What follows belongs to an exercise in optimizing a design on an open flow for small area; a production flow would make more cautious choices. RTL that was checked went through simulation tests only; none was proved equivalent to the original. No activity file was given, so power comes from the tool's default toggle rates. No driver is modelled on the clock port, so clocking that relies on it looks cheaper here than on a real chip.

==> flow/design.v <==
module rw_bus_codec #(
    parameter [7:0]   HDR0       = 8'h42,
    parameter [7:0]   HDR1       = 8'h12,
    parameter [7:0]   AL0        = 8'hE1,
    parameter [7:0]   AL1        = 8'hE5,
    parameter [7:0]   DL0        = 8'hE3,
    parameter [7:0]   DL1        = 8'hE7,
    parameter [7:0]   STB        = 8'hFB,
    parameter integer MAX_WRITES = 24
) (
    input  wire       clk,
    input  wire       rst,           
    input  wire       wr_valid,
    output wire       wr_ready,
    input  wire [8:0] wr_addr,
    input  wire [7:0] wr_value,
    input  wire       tick_valid,
    output wire       tick_ready,
    output wire       tx_valid,
    input  wire       tx_ready,
    output wire [7:0] tx_data
);
    localparam [1:0] S_IDLE  = 2'd0,
                     S_START = 2'd1,    
                     S_BODY  = 2'd2,    
                     S_END   = 2'd3;    
    reg [1:0] state;
    reg [24*17-1:0] ring;    
    reg [4:0]  phase;        
    reg [4:0]  nw;           
    reg        half;
    reg [1:0]  m3;
    reg [2:0]  bt;
    reg [6:0]  sr;
    reg        txv;
    wire idle  = (state == S_IDLE);
    wire start = (state == S_START);
    wire body  = (state == S_BODY);
    assign tick_ready = idle;
    assign wr_ready   = idle && (phase == nw);       
    wire do_write = wr_valid && wr_ready;
    wire do_tick  = tick_valid && tick_ready;
    wire tx_fire  = txv && tx_ready;
    assign tx_valid = txv;
    assign tx_data  = {sr, body};
    wire [2:0] bi  = 3'd7 - bt;
    wire       hdr = (m3 == 2'd3);
    wire       done = !hdr && (nw == 5'd0);
    wire       aligned = (phase == {m3, bt});
    wire [7:0] a_tap, v0_tap, v1_tap;
    genvar k;
    generate
        for (k = 0; k < 8; k = k + 1) begin : g_tap
            assign a_tap[k]  = ring[17*(7 + k) + 15 - k];
            assign v0_tap[k] = ring[17*((k + 23) % 24) + 7 - k];
            assign v1_tap[k] = ring[17*(15 + k) + 7 - k];
        end
    endgenerate
    wire g0_tap = ring[17*4 + 16];
    wire g1_tap = ring[17*20 + 16];
    reg cbit;        
    reg cst;         
    reg sbit;        
    always @(*) begin
        cst  = 1'b1;
        cbit = 1'b0;
        sbit = 1'b0;
        case ({half, m3})
            3'b0_00: begin cbit = AL0[bi]; cst = (bt != 3'd5); sbit = g0_tap; end
            3'b0_01: begin cst = 1'b0; sbit = a_tap[bt];                     end
            3'b0_10: begin cbit = DL0[bi]; cst = (bt != 3'd5); sbit = g1_tap; end
            3'b1_00: begin cst = 1'b0; sbit = v0_tap[bt];                    end
            3'b1_01: cbit = STB[bi];
            3'b1_10: begin cst = 1'b0; sbit = v1_tap[bt];                    end
            3'b0_11: cbit = HDR0[bi];
            default: cbit = HDR1[bi];
        endcase
    end
    wire sb = cst ? cbit : sbit;
    wire avail = !done && (cst || aligned);
    wire shift = body && !txv && (avail || done);
    wire fire_take = tx_fire && (start || body) && avail;
    wire adv   = (shift && !done) || fire_take;
    wire nbit  = !done && sb;
    wire last  = adv && half && (m3 == 2'd2) && (bt == 3'd7);
    always @(posedge clk) begin
        ring <= {ring[23*17-1:0], do_write ? {wr_addr, wr_value} : ring[23*17 +: 17]};
        if (!last)
            phase <= (phase[4] & phase[2] & phase[1] & phase[0]) ? 5'd0 : phase + 5'd1;
    end
    always @(posedge clk) begin
        if (do_tick)
            sr <= 7'd0;
        else if (tx_fire)
            sr <= adv ? {6'd1, nbit} : 7'd1;
        else if (shift)
            sr <= {sr[5:0], nbit};
        if (do_tick) begin
            half <= 1'b0;
            m3   <= 2'd3;
            bt   <= 3'd0;
        end else if (adv) begin
            bt <= bt + 3'd1;
            if (bt == 3'd7) begin
                if (m3[1]) begin
                    half <= !half;
                    m3   <= (m3[0] && !half) ? 2'd3 : 2'd0;
                end else begin
                    m3   <= m3 + 2'd1;
                end
            end
        end
        if (rst) begin
            state <= S_IDLE;
            txv   <= 1'b0;
            nw    <= 5'd0;
        end else begin
            if (do_write)
                nw <= nw + 5'd1;
            if (last)
                nw <= nw - 5'd1;
            if (shift)
                txv <= sr[6];
            case (state)
                S_IDLE: if (do_tick) begin
                    state <= S_START;
                    txv   <= 1'b1;
                end
                S_START: if (tx_fire) begin
                    state <= S_BODY;
                    txv   <= 1'b0;
                end
                S_BODY: if (tx_fire) begin
                    if (done)
                        state <= S_END;
                    else
                        txv <= 1'b0;
                end
                default: if (tx_fire) begin
                    state <= S_IDLE;
                    txv   <= 1'b0;
                end
            endcase
        end
    end
endmodule
clock: 10.0 ns
lec_check: 0
cap_margin: 20
core_margin: 2
core_utilization: 70
place_density: 0.8
slew_margin: 20
standard.sh (not shown) runs the stock make flow with config.mk's settings and CLKGATE_MAP_FILE= SYNTH_SCRIPT=/design/flow/synth_recipe.tcl, a recipe that flattens the netlist after the stock synthesis.
==> flow/flow/run.sh <==
#!/bin/bash
# The standard layout (standard.sh) with these changes:
#  - synthesis: abc maps for area (flow/my_synth.tcl) and adders are left to
#    abc (no ADDER_MAP_FILE); registers are the same as the standard synthesis
#  - clock tree: clkbuf_16 only, larger sink clusters, no dummy loads
#  - port buffers: buf_1
# The full make output goes to standard.log; ORFS keeps each step's log.
set -e
export FLOW_WORK=$PWD
export CTS_ARGS="-sink_clustering_enable -repair_clock_nets -dont_use_dummy_load -sink_clustering_size 34 -sink_clustering_max_diameter 80 -buf_list sky130_fd_sc_hd__clkbuf_16"
export BUFFER_PORTS_ARGS="-buffer_cell sky130_fd_sc_hd__buf_1"
bash standard.sh SYNTH_SCRIPT=$PWD/flow/my_synth.tcl ADDER_MAP_FILE= finish > standard.log 2>&1
==> flow/flow/my_synth.tcl <==
# The standard flow's synthesis (synth_recipe.tcl: ORFS synthesis without fsm/share, then
# flatten and rename) with one change: abc maps for area with its default
# script instead of ORFS's delay-driven script.
proc abc {args} {
  set keep {}
  set skip 0
  foreach a $args {
    if {$skip} { set skip 0; continue }
    if {$a eq "-script" || $a eq "-D" || $a eq "-constr"} { set skip 1; continue }
    lappend keep $a
  }
  yosys abc {*}$keep
}
source $::env(FLOW_WORK)/synth_recipe.tcl
Then changed:
--- a/flow/design.v
+++ b/flow/design.v
@@ -45,34 +45,32 @@
     assign tx_data  = {sr, body};
     wire [2:0] bi  = 3'd7 - bt;
     wire       hdr = (m3 == 2'd3);
     wire       done = !hdr && (nw == 5'd0);
-    wire       aligned = (phase == {m3, bt});
-    wire [7:0] a_tap, v0_tap, v1_tap;
+    wire       aligned = (phase == {2'b00, bt});
+    wire [7:0] a_tap, v_tap;
     genvar k;
     generate
-        for (k = 0; k < 8; k = k + 1) begin : g_tap
-            assign a_tap[k]  = ring[17*(7 + k) + 15 - k];
-            assign v0_tap[k] = ring[17*((k + 23) % 24) + 7 - k];
-            assign v1_tap[k] = ring[17*(15 + k) + 7 - k];
+        for (k = 0; k < 8; k = k + 1) begin : gen_tap
+            assign a_tap[k] = ring[17*((k + 23) % 24) + 15 - k];
+            assign v_tap[k] = ring[17*((k + 23) % 24) + 7 - k];
         end
     endgenerate
-    wire g0_tap = ring[17*4 + 16];
-    wire g1_tap = ring[17*20 + 16];
+    wire g_tap = ring[17*4 + 16];
     reg cbit;        
     reg cst;         
     reg sbit;        
     always @(*) begin
         cst  = 1'b1;
         cbit = 1'b0;
-        sbit = 1'b0;
+        sbit = g_tap;
         case ({half, m3})
-            3'b0_00: begin cbit = AL0[bi]; cst = (bt != 3'd5); sbit = g0_tap; end
-            3'b0_01: begin cst = 1'b0; sbit = a_tap[bt];                     end
-            3'b0_10: begin cbit = DL0[bi]; cst = (bt != 3'd5); sbit = g1_tap; end
-            3'b1_00: begin cst = 1'b0; sbit = v0_tap[bt];                    end
+            3'b0_00: begin cbit = AL0[bi]; cst = (bt != 3'd5); end
+            3'b0_01: begin cst = 1'b0; sbit = a_tap[bt];       end
+            3'b0_10: begin cbit = DL0[bi]; cst = (bt != 3'd5); end
+            3'b1_00: begin cst = 1'b0; sbit = v_tap[bt];       end
             3'b1_01: cbit = STB[bi];
-            3'b1_10: begin cst = 1'b0; sbit = v1_tap[bt];                    end
+            3'b1_10: begin cst = 1'b0; sbit = v_tap[bt];       end
             3'b0_11: cbit = HDR0[bi];
             default: cbit = HDR1[bi];
         endcase
     end
@@ -84,10 +82,10 @@
     wire nbit  = !done && sb;
     wire last  = adv && half && (m3 == 2'd2) && (bt == 3'd7);
     always @(posedge clk) begin
         ring <= {ring[23*17-1:0], do_write ? {wr_addr, wr_value} : ring[23*17 +: 17]};
-        if (!last)
-            phase <= (phase[4] & phase[2] & phase[1] & phase[0]) ? 5'd0 : phase + 5'd1;
+        phase <= (!last && phase[4] && phase[2] && phase[1] && phase[0]) ? 5'd0
+                                                                          : phase + {4'd0, !last};
     end
     always @(posedge clk) begin
         if (do_tick)
             sr <= 7'd0;
@@ -98,11 +96,11 @@
         if (do_tick) begin
             half <= 1'b0;
             m3   <= 2'd3;
             bt   <= 3'd0;
-        end else if (adv) begin
-            bt <= bt + 3'd1;
-            if (bt == 3'd7) begin
+        end else begin
+            bt <= bt + {2'd0, adv};
+            if (adv && bt == 3'd7) begin
                 if (m3[1]) begin
                     half <= !half;
                     m3   <= (m3[0] && !half) ? 2'd3 : 2'd0;
                 end else begin
@@ -114,12 +112,9 @@
             state <= S_IDLE;
             txv   <= 1'b0;
             nw    <= 5'd0;
         end else begin
-            if (do_write)
-                nw <= nw + 5'd1;
-            if (last)
-                nw <= nw - 5'd1;
+            nw <= nw + {{4{last}}, do_write || last};
             if (shift)
                 txv <= sr[6];
             case (state)
                 S_IDLE: if (do_tick) begin
What happened: The changed run ran to the end with no violations; worst setup slack loses 0.54 ns; clock power stays flat; wire length is higher by about 4%; non-clock buffer count does not change; critical path depth stays the same; core utilization is lower by 0.34 points; register-to-register slack loses 1.1 ns.
No functional check of the RTL was part of any run of this note.


Setup of red:
rw_bus_codec, a different RTL version from the one above (not shown whole).
For scale: ~600 cells after synthesis, roughly 430 flip-flops, roughly 9800 µm² of cells after synthesis.
==> module rw_bus_codec, before the edit <==
module rw_bus_codec #(
    parameter [7:0]   HDR0       = 8'h42,
    parameter [7:0]   HDR1       = 8'h12,
    parameter [7:0]   AL0        = 8'hE1,
    parameter [7:0]   AL1        = 8'hE5,
    parameter [7:0]   DL0        = 8'hE3,
    parameter [7:0]   DL1        = 8'hE7,
    parameter [7:0]   STB        = 8'hFB,
    parameter integer MAX_WRITES = 24
) (
    input  wire       clk,
    input  wire       rst,           
    input  wire       wr_valid,
    output wire       wr_ready,
    input  wire [8:0] wr_addr,
    input  wire [7:0] wr_value,
    input  wire       tick_valid,
    output wire       tick_ready,
    output wire       tx_valid,
    input  wire       tx_ready,
    output wire [7:0] tx_data
);
    localparam [1:0] S_IDLE  = 2'd0,
                     S_START = 2'd1,    
                     S_BODY  = 2'd2,    
                     S_END   = 2'd3;    
    reg [1:0] state;
    reg [24*17-1:0] ring;    
    reg [4:0]  phase;        
    reg [4:0]  nw;           
    reg        half;
    reg [1:0]  m3;
    reg [2:0]  bt;
    reg [6:0]  sr;
    reg        txv;
    wire idle  = (state == S_IDLE);
    wire start = (state == S_START);
    wire body  = (state == S_BODY);
    assign tick_ready = idle;
    assign wr_ready   = idle && (phase == nw);       
    wire do_write = wr_valid && wr_ready;
    wire do_tick  = tick_valid && tick_ready;
    wire tx_fire  = txv && tx_ready;
    assign tx_valid = txv;
    assign tx_data  = {sr, body};
    wire [2:0] bi  = 3'd7 - bt;
    wire       hdr = (m3 == 2'd3);
    wire       done = !hdr && (nw == 5'd0);
    wire       aligned = (phase == {2'b00, bt});
    wire [7:0] a_tap, v_tap;
    genvar k;
    generate
        for (k = 0; k < 8; k = k + 1) begin : gen_tap
            assign a_tap[k] = ring[17*((k + 23) % 24) + 15 - k];
            assign v_tap[k] = ring[17*((k + 23) % 24) + 7 - k];
        end
    endgenerate
    wire g_tap = ring[17*4 + 16];
    reg cbit;        
    reg cst;         
    reg sbit;        
    always @(*) begin
        cst  = 1'b1;
        cbit = 1'b0;
        sbit = g_tap;
        case ({half, m3})
            3'b0_00: begin cbit = AL0[bi]; cst = (bt != 3'd5); end
            3'b0_01: begin cst = 1'b0; sbit = a_tap[bt];       end
            3'b0_10: begin cbit = DL0[bi]; cst = (bt != 3'd5); end
            3'b1_00: begin cst = 1'b0; sbit = v_tap[bt];       end
            3'b1_01: cbit = STB[bi];
            3'b1_10: begin cst = 1'b0; sbit = v_tap[bt];       end
            3'b0_11: cbit = HDR0[bi];
            default: cbit = HDR1[bi];
        endcase
    end
    wire sb = cst ? cbit : sbit;
    wire avail = !done && (cst || aligned);
    wire shift = body && !txv && (avail || done);
    wire fire_take = tx_fire && (start || body) && avail;
    wire adv   = (shift && !done) || fire_take;
    wire nbit  = !done && sb;
    wire last  = adv && half && (m3 == 2'd2) && (bt == 3'd7);
    always @(posedge clk) begin
        ring <= {ring[23*17-1:0], do_write ? {wr_addr, wr_value} : ring[23*17 +: 17]};
        if (!last)
            phase <= (phase[4] & phase[2] & phase[1] & phase[0]) ? 5'd0 : phase + 5'd1;
    end
    always @(posedge clk) begin
        if (do_tick)
            sr <= 7'd0;
        else if (tx_fire)
            sr <= adv ? {6'd1, nbit} : 7'd1;
        else if (shift)
            sr <= {sr[5:0], nbit};
        if (do_tick) begin
            half <= 1'b0;
            m3   <= 2'd3;
            bt   <= 3'd0;
        end else if (adv) begin
            bt <= bt + 3'd1;
            if (bt == 3'd7) begin
                if (m3[1]) begin
                    half <= !half;
                    m3   <= (m3[0] && !half) ? 2'd3 : 2'd0;
                end else begin
                    m3   <= m3 + 2'd1;
                end
            end
        end
        if (rst) begin
            state <= S_IDLE;
            txv   <= 1'b0;
            nw    <= 5'd0;
        end else begin
            if (do_write)
                nw <= nw + 5'd1;
            if (last)
                nw <= nw - 5'd1;
            if (shift)
                txv <= sr[6];
            case (state)
                S_IDLE: if (do_tick) begin
                    state <= S_START;
                    txv   <= 1'b1;
                end
                S_START: if (tx_fire) begin
                    state <= S_BODY;
                    txv   <= 1'b0;
                end
                S_BODY: if (tx_fire) begin
                    if (done)
                        state <= S_END;
                    else
                        txv <= 1'b0;
                end
                default: if (tx_fire) begin
                    state <= S_IDLE;
                    txv   <= 1'b0;
                end
            endcase
        end
    end
endmodule
clock: 10.0 ns
lec_check: 0
cap_margin: 20
core_margin: 2
core_utilization: 70
place_density: 0.8
slew_margin: 20
Scripts as last shown in full above: flow/flow/run.sh, flow/flow/my_synth.tcl
[inputs] blue vs red
--- a/flow/design.v
+++ b/flow/design.v
@@ -29,4 +29,5 @@
     reg [4:0]  phase;        
     reg [4:0]  nw;           
+    reg        bub;          
     reg        half;
     reg [1:0]  m3;
@@ -47,14 +48,16 @@
     wire       hdr = (m3 == 2'd3);
     wire       done = !hdr && (nw == 5'd0);
-    wire       aligned = (phase == {2'b00, bt});
-    wire [7:0] a_tap, v_tap;
+    wire       aligned = (phase == {m3, bt});
+    wire [7:0] a_tap, v0_tap, v1_tap;
     genvar k;
     generate
-        for (k = 0; k < 8; k = k + 1) begin : gen_tap
-            assign a_tap[k] = ring[17*((k + 23) % 24) + 15 - k];
-            assign v_tap[k] = ring[17*((k + 23) % 24) + 7 - k];
+        for (k = 0; k < 8; k = k + 1) begin : g_tap
+            assign a_tap[k]  = ring[17*(7 + k) + 15 - k];
+            assign v0_tap[k] = ring[17*((k + 23) % 24) + 7 - k];
+            assign v1_tap[k] = ring[17*(15 + k) + 7 - k];
         end
     endgenerate
-    wire g_tap = ring[17*4 + 16];
+    wire g0_tap = ring[17*4 + 16];
+    wire g1_tap = ring[17*20 + 16];
     reg cbit;        
     reg cst;         
@@ -63,12 +66,12 @@
         cst  = 1'b1;
         cbit = 1'b0;
-        sbit = g_tap;
+        sbit = 1'b0;
         case ({half, m3})
-            3'b0_00: begin cbit = AL0[bi]; cst = (bt != 3'd5); end
-            3'b0_01: begin cst = 1'b0; sbit = a_tap[bt];       end
-            3'b0_10: begin cbit = DL0[bi]; cst = (bt != 3'd5); end
-            3'b1_00: begin cst = 1'b0; sbit = v_tap[bt];       end
+            3'b0_00: begin cbit = AL0[bi]; cst = (bt != 3'd5); sbit = g0_tap; end
+            3'b0_01: begin cst = 1'b0; sbit = a_tap[bt];                     end
+            3'b0_10: begin cbit = DL0[bi]; cst = (bt != 3'd5); sbit = g1_tap; end
+            3'b1_00: begin cst = 1'b0; sbit = v0_tap[bt];                    end
             3'b1_01: cbit = STB[bi];
-            3'b1_10: begin cst = 1'b0; sbit = v_tap[bt];       end
+            3'b1_10: begin cst = 1'b0; sbit = v1_tap[bt];                    end
             3'b0_11: cbit = HDR0[bi];
             default: cbit = HDR1[bi];
@@ -76,5 +79,5 @@
     end
     wire sb = cst ? cbit : sbit;
-    wire avail = !done && (cst || aligned);
+    wire avail = !done && !bub && (cst || aligned);
     wire shift = body && !txv && (avail || done);
     wire fire_take = tx_fire && (start || body) && avail;
@@ -84,5 +87,5 @@
     always @(posedge clk) begin
         ring <= {ring[23*17-1:0], do_write ? {wr_addr, wr_value} : ring[23*17 +: 17]};
-        if (!last)
+        if (!bub)
             phase <= (phase[4] & phase[2] & phase[1] & phase[0]) ? 5'd0 : phase + 5'd1;
     end
@@ -113,5 +116,7 @@
             txv   <= 1'b0;
             nw    <= 5'd0;
+            bub   <= 1'b0;
         end else begin
+            bub <= last;
             if (do_write)
                 nw <= nw + 5'd1;
### Flow results
Setup slack, red and blue: lower on red. Relative to red, the routability congestion estimate from global placement of blue is lower by 0.010. Taking red as the reference, in blue number of non-clock inverters shows an increase of 4, first-pass GRT wire length shows an increase of about 2.4%, routed wire length grew by 3.6%. The final reports for blue and red show via count higher in the former. blue completed every stage of the flow, and the final layout passed the timing, DRC and antenna checks. [compare] base=red new=blue: combined area of all synthesized cells up 140 µm²; sequential share of cell area -0.89 points; design area picked up an extra about 1.3%; sequential cell count did not really move. Summary: with red as the reference, maximum VDD drop in blue moved up by a little under 10%. In the tables for red and blue, die span in y reads higher with blue. Standard cell core area (blue vs. red) increases slightly. Number of buffers inserted by port buffering: blue vs red identical.

[separate check: timing with driven ports]
The results above use ideal ports. As a check the final layouts listed here were re-extracted and re-timed, cells and wires unchanged.
Step 1 sets driving cells, clkbuf_16 on the clock port and buf_2 on the other inputs (assumed; they add their load-dependent delay and slew).
Step 2 also shifts input and output timing later by t, the mid clock arrival at the registers, as if the neighbouring blocks saw the same clock.
Three values: no drivers, after step 1, after step 2; two values: the first two.
run | shift t [ns] | setup WS [ns] | worst hold slack (ns) | worst data-port slew with drivers (ns)
the first run of note 1 | 0.526 | 5.606 / 5.625 / 5.099 | 0.311 / 0.311 / 0.311 | 0.04
the second run of note 1 | 0.528 | 5.063 / 5.063 / 4.606 | 0.321 / 0.321 / 0.321 | 0.05
red | 0.522 | 5.421 / 5.383 / 5.447 | 0.311 / 0.311 / 0.311 | 0.04
blue | 0.529 | 5.590 / 5.612 / 5.083 | 0.312 / 0.312 / 0.312 | 0.03
After both steps setup and hold are still met in every run listed.
